From an optimization exercise on the open Yosys and OpenROAD flow, aimed at small area, a short achievable clock period and few clock cycles; shortcuts taken in it are not production practice. At most, simulation tests tie the RTL to the original design; equivalence was not proved. Power and IR drop assume default switching activity.

Setup of indigo:
==> flow/design.v (excerpt) <==
module dem_encoder (
    input  wire        clk,
    input  wire        rst,         
    input  wire        start,
    input  wire [15:0] in_len,      
    input  wire [15:0] out_cap,     
    output wire        busy,
    output reg         done,
    output reg         fail,
    output reg  [3:0]  cause,       
    output reg  [15:0] out_len,     
    output wire        rd_en,
    output wire [13:0] rd_addr,     
    input  wire [31:0] rd_data,
    output wire        out_valid,
    output wire [7:0]  out_data,
    input  wire        out_ready
);
    localparam [31:0] OUTW = 32'h8000_0000;
    localparam [2:0] S_SCAN = 3'd0,    
                     S_PAY  = 3'd1,    
                     S_CEND = 3'd2,    
                     S_LAST = 3'd3,    
                     S_F8   = 3'd4,    
                     S_DONE = 3'd5,    
                     S_BAD  = 3'd6;    
    localparam [1:0] K_REC = 2'd0, K_CHUNK = 2'd1, K_F8 = 2'd2;
    reg         run;
    reg  [2:0]  st;
    reg  [13:0] n_w;
    reg  [13:0] ra;           
    reg         iv;           
    reg         ilast;        
    reg         rq_v;
    reg         rq_last;
    reg  [31:0] rq;           
    reg  [31:0] p;            
    reg         bq_v;
    reg         bq_last;
    reg  [31:0] bq;           
    reg  [2:0]  bc;           
    reg         bu;           
    reg         eoi;          
    reg         rec_v;
  ...
For scale: roughly 1700 cells after synthesis, about 300 flip-flops.
clock: 10.0 ns
lec_check: 0
cap_margin: 20
core_margin: 2
core_utilization: 40
cts_buf_list: sky130_fd_sc_hd__clkbuf_4 sky130_fd_sc_hd__clkbuf_8
setup_slack_margin: 5
slew_margin: 20
tns_end_percent: 100
standard.sh (not shown) runs the stock make flow with config.mk's settings and CLKGATE_MAP_FILE= SYNTH_SCRIPT=/design/flow/synth_recipe.tcl, a recipe that flattens the netlist after the stock synthesis.
==> flow/flow/run.sh <==
#!/bin/bash
# The standard layout (standard.sh: the standard synthesis and ORFS flow) with three
# changes: plain buf_1 port buffers, no CTS dummy loads, and the setup repair aimed
# 7 ns below the clock period. Each run's full output goes to standard.log.
set -euo pipefail
bash standard.sh SETUP_SLACK_MARGIN=7 \
  "BUFFER_PORTS_ARGS=-buffer_cell sky130_fd_sc_hd__buf_1" \
  "CTS_ARGS=-sink_clustering_enable -repair_clock_nets -buf_list {sky130_fd_sc_hd__clkbuf_4 sky130_fd_sc_hd__clkbuf_8} -dont_use_dummy_load" \
  finish > standard.log 2>&1
Testbench counts of indigo, summed over its fixed seeds: cycles 44,927.
### indigo -> yarrow
==> flow/flow/run.sh <==
#!/bin/bash
# The standard layout (standard.sh: the standard synthesis and ORFS flow) with three
# changes: plain buf_1 port buffers, no CTS dummy loads, and the setup repair aimed
# 6 ns below the clock period. Each run's full output goes to standard.log.
set -euo pipefail
bash standard.sh SETUP_SLACK_MARGIN=6 \
  "BUFFER_PORTS_ARGS=-buffer_cell sky130_fd_sc_hd__buf_1" \
  "CTS_ARGS=-sink_clustering_enable -repair_clock_nets -buf_list {sky130_fd_sc_hd__clkbuf_4 sky130_fd_sc_hd__clkbuf_8} -dont_use_dummy_load" \
  finish > standard.log 2>&1
Notes after the runs:
- Comparing indigo and yarrow, the lower number of global-route vias before repair is on yarrow.
- The cell count in yarrow was lower than what indigo gave.
- | fraction of standard cell area that is sequential | yarrow vs indigo | 8.4 points higher |
- yarrow against indigo: remaining max-slew budget at the tightest pin lower, non-clock buffer count lower.
Edits applied to the flow inputs when going from yarrow to fjord:
- CORE_UTILIZATION changed from 40 to 65
==> comparison <==
- Delta (fjord minus yarrow): detailed route wirelength on metal3 now sits higher, part of the power in combinational logic now sits higher.
- Run comparison: fjord slowest cell on the critical path sky130_fd_sc_hd__nor4b_2; yarrow slowest cell on the critical path sky130_fd_sc_hd__edfxtp_1
- Power: fjord draws less than yarrow
- Number of DRC markers in iteration 0, fjord vs yarrow: up by more than 10%
- In the reports for yarrow and fjord, the larger count of clock buffers in the final design belongs to yarrow.
- Total routed wire length on the met1 layer down about 11% in fjord wrt yarrow
- yarrow and fjord ended up with nearly the same footprint of the flip-flops and latches.
- fjord against yarrow: area used by multi-input combinational logic picked up an extra 61 um^2, via count increased 2.3%, final core area utilization rose 29 points.
The inputs of zinc differ from those of fjord as listed below.
- swapping 65 for 40 in CORE_UTILIZATION
==> flow/flow/run.sh <==
#!/bin/bash
# The standard layout (standard.sh: the standard synthesis and ORFS flow) with three
# changes: plain buf_1 port buffers, no CTS dummy loads, and the setup repair aimed
# 6.5 ns below the clock period. Each run's full output goes to standard.log.
set -euo pipefail
bash standard.sh SETUP_SLACK_MARGIN=6.5 \
  "BUFFER_PORTS_ARGS=-buffer_cell sky130_fd_sc_hd__buf_1" \
  "CTS_ARGS=-sink_clustering_enable -repair_clock_nets -buf_list {sky130_fd_sc_hd__clkbuf_4 sky130_fd_sc_hd__clkbuf_8} -dont_use_dummy_load" \
  finish > standard.log 2>&1
==> comparison <==
zinc ended up with bq[13] as its termination of the worst setup path; fjord ended up with bq[10].
Non-clock buffer count | zinc above fjord
[compare] base=fjord new=zinc: fraction of area in clock buffers and inverters decreased 0.20 points; total power now larger; number of cells in the design after placement increased about 12%.
After detailed routing, fjord needs less wire than zinc.
As far as adder-cell share of the synthesized area goes, zinc and fjord are indistinguishable; the numbers are identical.
fjord → zinc: share of the clock period used by the worst path moved down, number of clock buffer instances in the layout moved up, wire length of the first global-routing pass moved up, maximum number of pins on one net before global-route repair moved down.

========
## pine
Another version of the RTL of dem_encoder (not shown whole).
Settings: LEC_CHECK=0, CAP_MARGIN=20, CORE_MARGIN=2, CORE_UTILIZATION=40, SETUP_SLACK_MARGIN=5, SLEW_MARGIN=20, TNS_END_PERCENT=100; clock period 10.0 ns.
run.sh (not shown) runs the stock make flow with config.mk's settings and CLKGATE_MAP_FILE= SYNTH_SCRIPT=/design/flow/synth_recipe.tcl, a recipe that flattens the netlist after the stock synthesis.
Stock flow here: none of the scripts above is used.
Changes in maple relative to pine:
diff --git a/flow/config.mk b/flow/config.mk
--- a/flow/config.mk
+++ b/flow/config.mk
@@ -11 +10,0 @@
-export SETUP_SLACK_MARGIN = 5
@@ -13 +11,0 @@
-export TNS_END_PERCENT = 100
==> comparison <==
Looking at master of the slowest instance on the critical path, the sky130_fd_sc_hd__or4_1 result is from pine; the sky130_fd_sc_hd__nor2_1 one comes from maple.
Via count: maple vs pine down 49
Compared to pine, maple has non-clock buffer count 7.1% lower.
maple vs pine — TritonCTS buffer count rose 1.
Compared to pine, maple shows a narrower setup margin.
No functional check of the RTL was part of any run of this note.

========
dem_encoder, a different RTL version from the one above (not shown whole).
Size in the first run: about 1700 cells after synthesis, about 310 flip-flops, about 0.018 sq mm of cells after synthesis.
==> flow/config.mk <==
export PLATFORM = sky130hd
export DESIGN_NAME = dem_encoder
export DESIGN_NICKNAME = dem_encoder
export VERILOG_FILES = /design/flow/design.v
export SDC_FILE = /design/flow/constraint.sdc
export NUM_CORES = 4
export LEC_CHECK = 0
export CAP_MARGIN = 20
export CORE_MARGIN = 2
export CORE_UTILIZATION = 40
export CTS_BUF_LIST = sky130_fd_sc_hd__clkbuf_4 sky130_fd_sc_hd__clkbuf_8
export GPL_TIMING_DRIVEN = 1
export SETUP_SLACK_MARGIN = 5
export SLEW_MARGIN = 20
export TNS_END_PERCENT = 100
==> flow/constraint.sdc <==
create_clock -name core_clock -period 10.0 [get_ports {clk}]
set_input_delay 2.0000 -clock core_clock [delete_from_list [all_inputs] [get_ports {clk}]]
set_output_delay 2.0000 -clock core_clock [all_outputs]
set_load 0.01 [all_outputs]
standard.sh (not shown) runs the stock make flow with config.mk's settings and CLKGATE_MAP_FILE= SYNTH_SCRIPT=/design/flow/synth_recipe.tcl, a recipe that flattens the netlist after the stock synthesis.
==> flow/flow/run.sh <==
#!/bin/bash
# The standard layout (standard.sh: the standard synthesis and ORFS flow) with three
# changes: plain buf_1 port buffers, no CTS dummy loads, and the setup repair aimed
# 6.6 ns below the clock period. Each run's full output goes to standard.log.
set -euo pipefail
bash standard.sh SETUP_SLACK_MARGIN=6.6 \
  "BUFFER_PORTS_ARGS=-buffer_cell sky130_fd_sc_hd__buf_1" \
  "CTS_ARGS=-sink_clustering_enable -repair_clock_nets -buf_list {sky130_fd_sc_hd__clkbuf_4 sky130_fd_sc_hd__clkbuf_8} -dont_use_dummy_load" \
  finish > standard.log 2>&1
The first run completed with no timing, DRC or antenna violations.
Testbench counts at the start, summed over its fixed seeds: cycles 44,918.
Edit:
--- a/flow/flow/run.sh
+++ b/flow/flow/run.sh
@@ -4 +4 @@
-# 6.6 ns below the clock period. Each run's full output goes to standard.log.
+# 6 ns below the clock period. Each run's full output goes to standard.log.
@@ -6 +6 @@
-bash standard.sh SETUP_SLACK_MARGIN=6.6 \
+bash standard.sh SETUP_SLACK_MARGIN=6 \
GPL_TIMING_DRIVEN = unset   (was 1)
Effect:
- hold slack gains 0.0060 ns
- non-clock buffer count came out lower by 82
- flip-flop and latch count is unchanged
- via count came out lower by a few percent
- worst setup slack loses 0.45 ns
- cell area came out lower by a few percent
- global-route usage came out lower by 1.4 points
Edit:
--- a/flow/flow/run.sh
+++ b/flow/flow/run.sh
@@ -4 +4 @@
-# 6 ns below the clock period. Each run's full output goes to standard.log.
+# 7 ns below the clock period. Each run's full output goes to standard.log.
@@ -6 +6 @@
-bash standard.sh SETUP_SLACK_MARGIN=6 \
+bash standard.sh SETUP_SLACK_MARGIN=7 \
Effect: Clock-buffer cell count went down by 1; critical path depth went up by 11; clock skew went down by 0.012 ns.
Edit:
--- a/flow/flow/run.sh
+++ b/flow/flow/run.sh
@@ -4 +4 @@
-# 7 ns below the clock period. Each run's full output goes to standard.log.
+# 6.6 ns below the clock period. Each run's full output goes to standard.log.
@@ -6 +6 @@
-bash standard.sh SETUP_SLACK_MARGIN=7 \
+bash standard.sh SETUP_SLACK_MARGIN=6.6 \
Outcome: The changed run completed without violations. Maximum frequency rises by a few percent. Wire length decreases by roughly a tenth. Final cell count shrinks by a few percent. Worst setup slack gains 0.16 ns. Total power is lower by a little under a tenth. Global-route usage shrinks by 1.9 points. Area after synthesis is unchanged. Via count came out lower by a little under a tenth. Non-clock buffer count shrinks by 152.
Edit:
--- a/flow/flow/run.sh
+++ b/flow/flow/run.sh
@@ -4 +4 @@
-# 6.6 ns below the clock period. Each run's full output goes to standard.log.
+# 6.8 ns below the clock period. Each run's full output goes to standard.log.
@@ -6 +6 @@
-bash standard.sh SETUP_SLACK_MARGIN=6.6 \
+bash standard.sh SETUP_SLACK_MARGIN=6.8 \
- setup slack improved by 0.0079 ns
- total power rises by 5.2%
- routed wire length rises by 8.9%
- final area climbs by about 8%
- sequential power stays flat
- worst hold slack is better by 0.027 ns
- global-route usage climbs by 0.79 points
- critical path depth decreases by 7

========
Setup of red:
dem_encoder, a different RTL version from the one above (not shown whole).
Size in the first run: ~290 flip-flops, about 18,000 µm² of cells after synthesis.
clock: 10.0 ns
lec_check: 0
cap_margin: 20
core_margin: 2
core_utilization: 40
cts_buf_list: sky130_fd_sc_hd__clkbuf_4 sky130_fd_sc_hd__clkbuf_8
setup_slack_margin: 5
slew_margin: 20
tns_end_percent: 100
run.sh (not shown) runs the stock make flow with config.mk's settings and CLKGATE_MAP_FILE= SYNTH_SCRIPT=/design/flow/synth_recipe.tcl, a recipe that flattens the netlist after the stock synthesis.
Stock flow here: none of the scripts above is used.
red finished all stages; the layout is clean.
Modified inputs, blue compared to red
- CTS_BUF_LIST no longer set, was sky130_fd_sc_hd__clkbuf_4 sky130_fd_sc_hd__clkbuf_8
==> run summary <==
The number of register bits inferred by synthesis on blue is in line with that on red.
blue — global-route usage 0.35 points lower, red as reference
In blue, the cell count came out 29 below the value in red.
In terms of post-detailed-route via-to-cell ratio, red and blue differ only marginally.
Between red and blue, the flow reports final total power increasing by a few percent.
No functional check of the RTL was part of any run of this note.

========
## xenon
dem_encoder, a different RTL version from the one above (not shown whole).
Size in the first run: about 290 flip-flops, roughly 17000 um^2 of cells after synthesis.
Design dem_encoder, start of the top module:
module dem_encoder (
    input  wire        clk,
    input  wire        rst,         
    input  wire        start,
    input  wire [15:0] in_len,      
    input  wire [15:0] out_cap,     
    output wire        busy,
    output reg         done,
    output reg         fail,
    output reg  [3:0]  cause,       
    output reg  [15:0] out_len,     
    output wire        rd_en,
    output wire [13:0] rd_addr,     
    input  wire [31:0] rd_data,
    output wire        out_valid,
    output wire [7:0]  out_data,
    input  wire        out_ready
);
==> flow/config.mk <==
export PLATFORM = sky130hd
export DESIGN_NAME = dem_encoder
export DESIGN_NICKNAME = dem_encoder
export VERILOG_FILES = /design/flow/design.v
export SDC_FILE = /design/flow/constraint.sdc
export NUM_CORES = 4
export LEC_CHECK = 0
export CAP_MARGIN = 20
export CORE_MARGIN = 2
export CORE_UTILIZATION = 40
export CTS_BUF_LIST = sky130_fd_sc_hd__clkbuf_4 sky130_fd_sc_hd__clkbuf_8
export SETUP_SLACK_MARGIN = 5
export SLEW_MARGIN = 20
export TNS_END_PERCENT = 100
==> flow/constraint.sdc <==
create_clock -name core_clock -period 10.0 [get_ports {clk}]
set_input_delay 2.0000 -clock core_clock [delete_from_list [all_inputs] [get_ports {clk}]]
set_output_delay 2.0000 -clock core_clock [all_outputs]
set_load 0.01 [all_outputs]
standard.sh (not shown) runs the stock make flow with config.mk's settings and CLKGATE_MAP_FILE= SYNTH_SCRIPT=/design/flow/synth_recipe.tcl, a recipe that flattens the netlist after the stock synthesis.
==> flow/flow/run.sh <==
#!/bin/bash
# The standard layout (standard.sh: the standard synthesis and ORFS flow), with
# plain buf_1 port buffers and the setup repair aimed 5 ns below the clock period.
set -euo pipefail
bash standard.sh SETUP_SLACK_MARGIN=5 "BUFFER_PORTS_ARGS=-buffer_cell sky130_fd_sc_hd__buf_1" finish > standard.log 2>&1
xenon completed end to end with timing, DRC and antenna clean.
Testbench counts of xenon, summed over its fixed seeds: cycles 44,927.
What cedar does differently from xenon at the input level:
==> flow/flow/run.sh <==
#!/bin/bash
# The standard layout (standard.sh: the standard synthesis and ORFS flow), with
# plain buf_1 port buffers and the setup repair aimed 6 ns below the clock period.
set -euo pipefail
bash standard.sh SETUP_SLACK_MARGIN=6 "BUFFER_PORTS_ARGS=-buffer_cell sky130_fd_sc_hd__buf_1" finish > standard.log 2>&1
==> comparison <==
cedar: flow completed, timing, DRC and antenna clean
Total power | cedar above xenon
Relative to xenon, the leakage power total measured on cedar has increased by a little under 10%.
In the flow results for cedar and xenon, the count of buffer and inverter cells on the critical path is smaller on xenon.
Going from xenon to cedar, post-layout minimum cycle time fell 0.48 ns; core utilization went up 3.9 points; final area picked up an extra about 9%.
Global-route usage (lower): xenon
Comparing xenon against cedar, there is no change at all in portion of the post-synthesis area used by sequential elements.
Fmax: cedar higher than xenon
The share of the cycle needed by the critical path after routing of cedar is lower than that of xenon.
Here is what was changed in the inputs of harbor compared with cedar.
==> flow/run.sh (new file) <==
#!/bin/bash
# synth_recipe.tcl (not shown) runs the flow's synth.tcl, then flattens the netlist and writes it again
# the make line also repeats each setting of config.mk as NAME=value (left out here)
make -C /OpenROAD-flow-scripts/flow DESIGN_CONFIG=/design/flow/config.mk WORK_HOME=/design/flow/orfs CLKGATE_MAP_FILE= SYNTH_SCRIPT=/design/flow/synth_recipe.tcl finish
removed: flow/flow/run.sh
removed: flow/standard.sh
==> comparison <==
harbor | status: complete | timing, DRC, antenna: pass
Compared with cedar, in harbor area of the multi-input gates shows a reduction of 8.4%; count of clock-buffer cells in the layout picked up an extra 42%.
Per the comparison of harbor with cedar, final core utilization decreased 2.0 points; power after layout decreased 0.084 mW; number of global-route vias before repair decreased 230; number of core rows essentially unchanged.
Between harbor and cedar, the global routing usage on met2 is higher for cedar.
Area of all placed cells without fillers delta for harbor relative to cedar: 830 um^2 lower
Compared to cedar, harbor has worst setup slack 0.48 ns lower.
Pin count of the biggest net entering global routing shrinks by a few percent when moving from cedar to harbor.
Sort harbor and cedar by critical path depth, ascending, and harbor comes first.

## port drivers added, routing unchanged
How much do the figures lean on ideal ports? The routed layouts below were timed once more, with nothing changed but the port constraints.
Step 1 sets driving cells, clkbuf_16 on the clock port and buf_2 on the other inputs (assumed; they add their load-dependent delay and slew).
Step 2 adds t to the input delays and takes it off the output delays; t is the mean of the earliest and latest rising clock arrival at the registers after step 1. Input paths then give back, and output paths get back, about the clock's delay inside the block.
Three values: ideal ports, drivers, drivers and shift; two values: the first two.
| run | t (ns) | setup WS [ns] | worst register clock-pin slew, ns |
|---|---|---|---|
| indigo | 0.674 | 6.088 / 6.088 / 5.521 | 0.06 / 0.06 |
| yarrow | 0.653 | 6.061 / 6.061 / 5.461 | 0.06 / 0.06 |
| fjord | 0.609 | 6.031 / 6.031 / 5.559 | 0.06 / 0.06 |
| zinc | 0.666 | 6.087 / 6.087 / 5.597 | 0.06 / 0.06 |
| pine | 0.616 | 5.129 / 5.071 / 4.554 | 0.06 / 0.06 |
| maple | 0.610 | 4.725 / 4.708 / 4.143 | 0.06 / 0.06 |
| the first run of note 3 | 0.655 | 6.493 / 6.479 / 5.983 | 0.06 / 0.06 |
| the second run of note 3 | 0.661 | 6.038 / 5.990 / 5.499 | 0.06 / 0.06 |
| the third run of note 3 | 0.676 | 6.336 / 6.336 / 5.861 | 0.07 / 0.07 |
| the fourth run of note 3 | 0.655 | 6.493 / 6.479 / 5.983 | 0.06 / 0.06 |
| the fifth run of note 3 | 0.661 | 6.500 / 6.455 / 5.851 | 0.07 / 0.07 |
| red | 0.649 | 5.102 / 5.053 / 4.785 | 0.07 / 0.07 |
| blue | 0.568 | 5.111 / 5.061 / 4.770 | 0.06 / 0.06 |
| xenon | 0.637 | 5.117 / 5.072 / 4.758 | 0.07 / 0.07 |
| cedar | 0.621 | 5.594 / 5.545 / 5.413 | 0.07 / 0.07 |
| harbor | 0.670 | 5.111 / 5.061 / 4.473 | 0.07 / 0.07 |
After both steps every run listed still meets setup and hold. For the fifth run of note 3, which loses most, drivers alone change the setup slack by -0.045 ns; drivers and shift together by -0.649 ns.
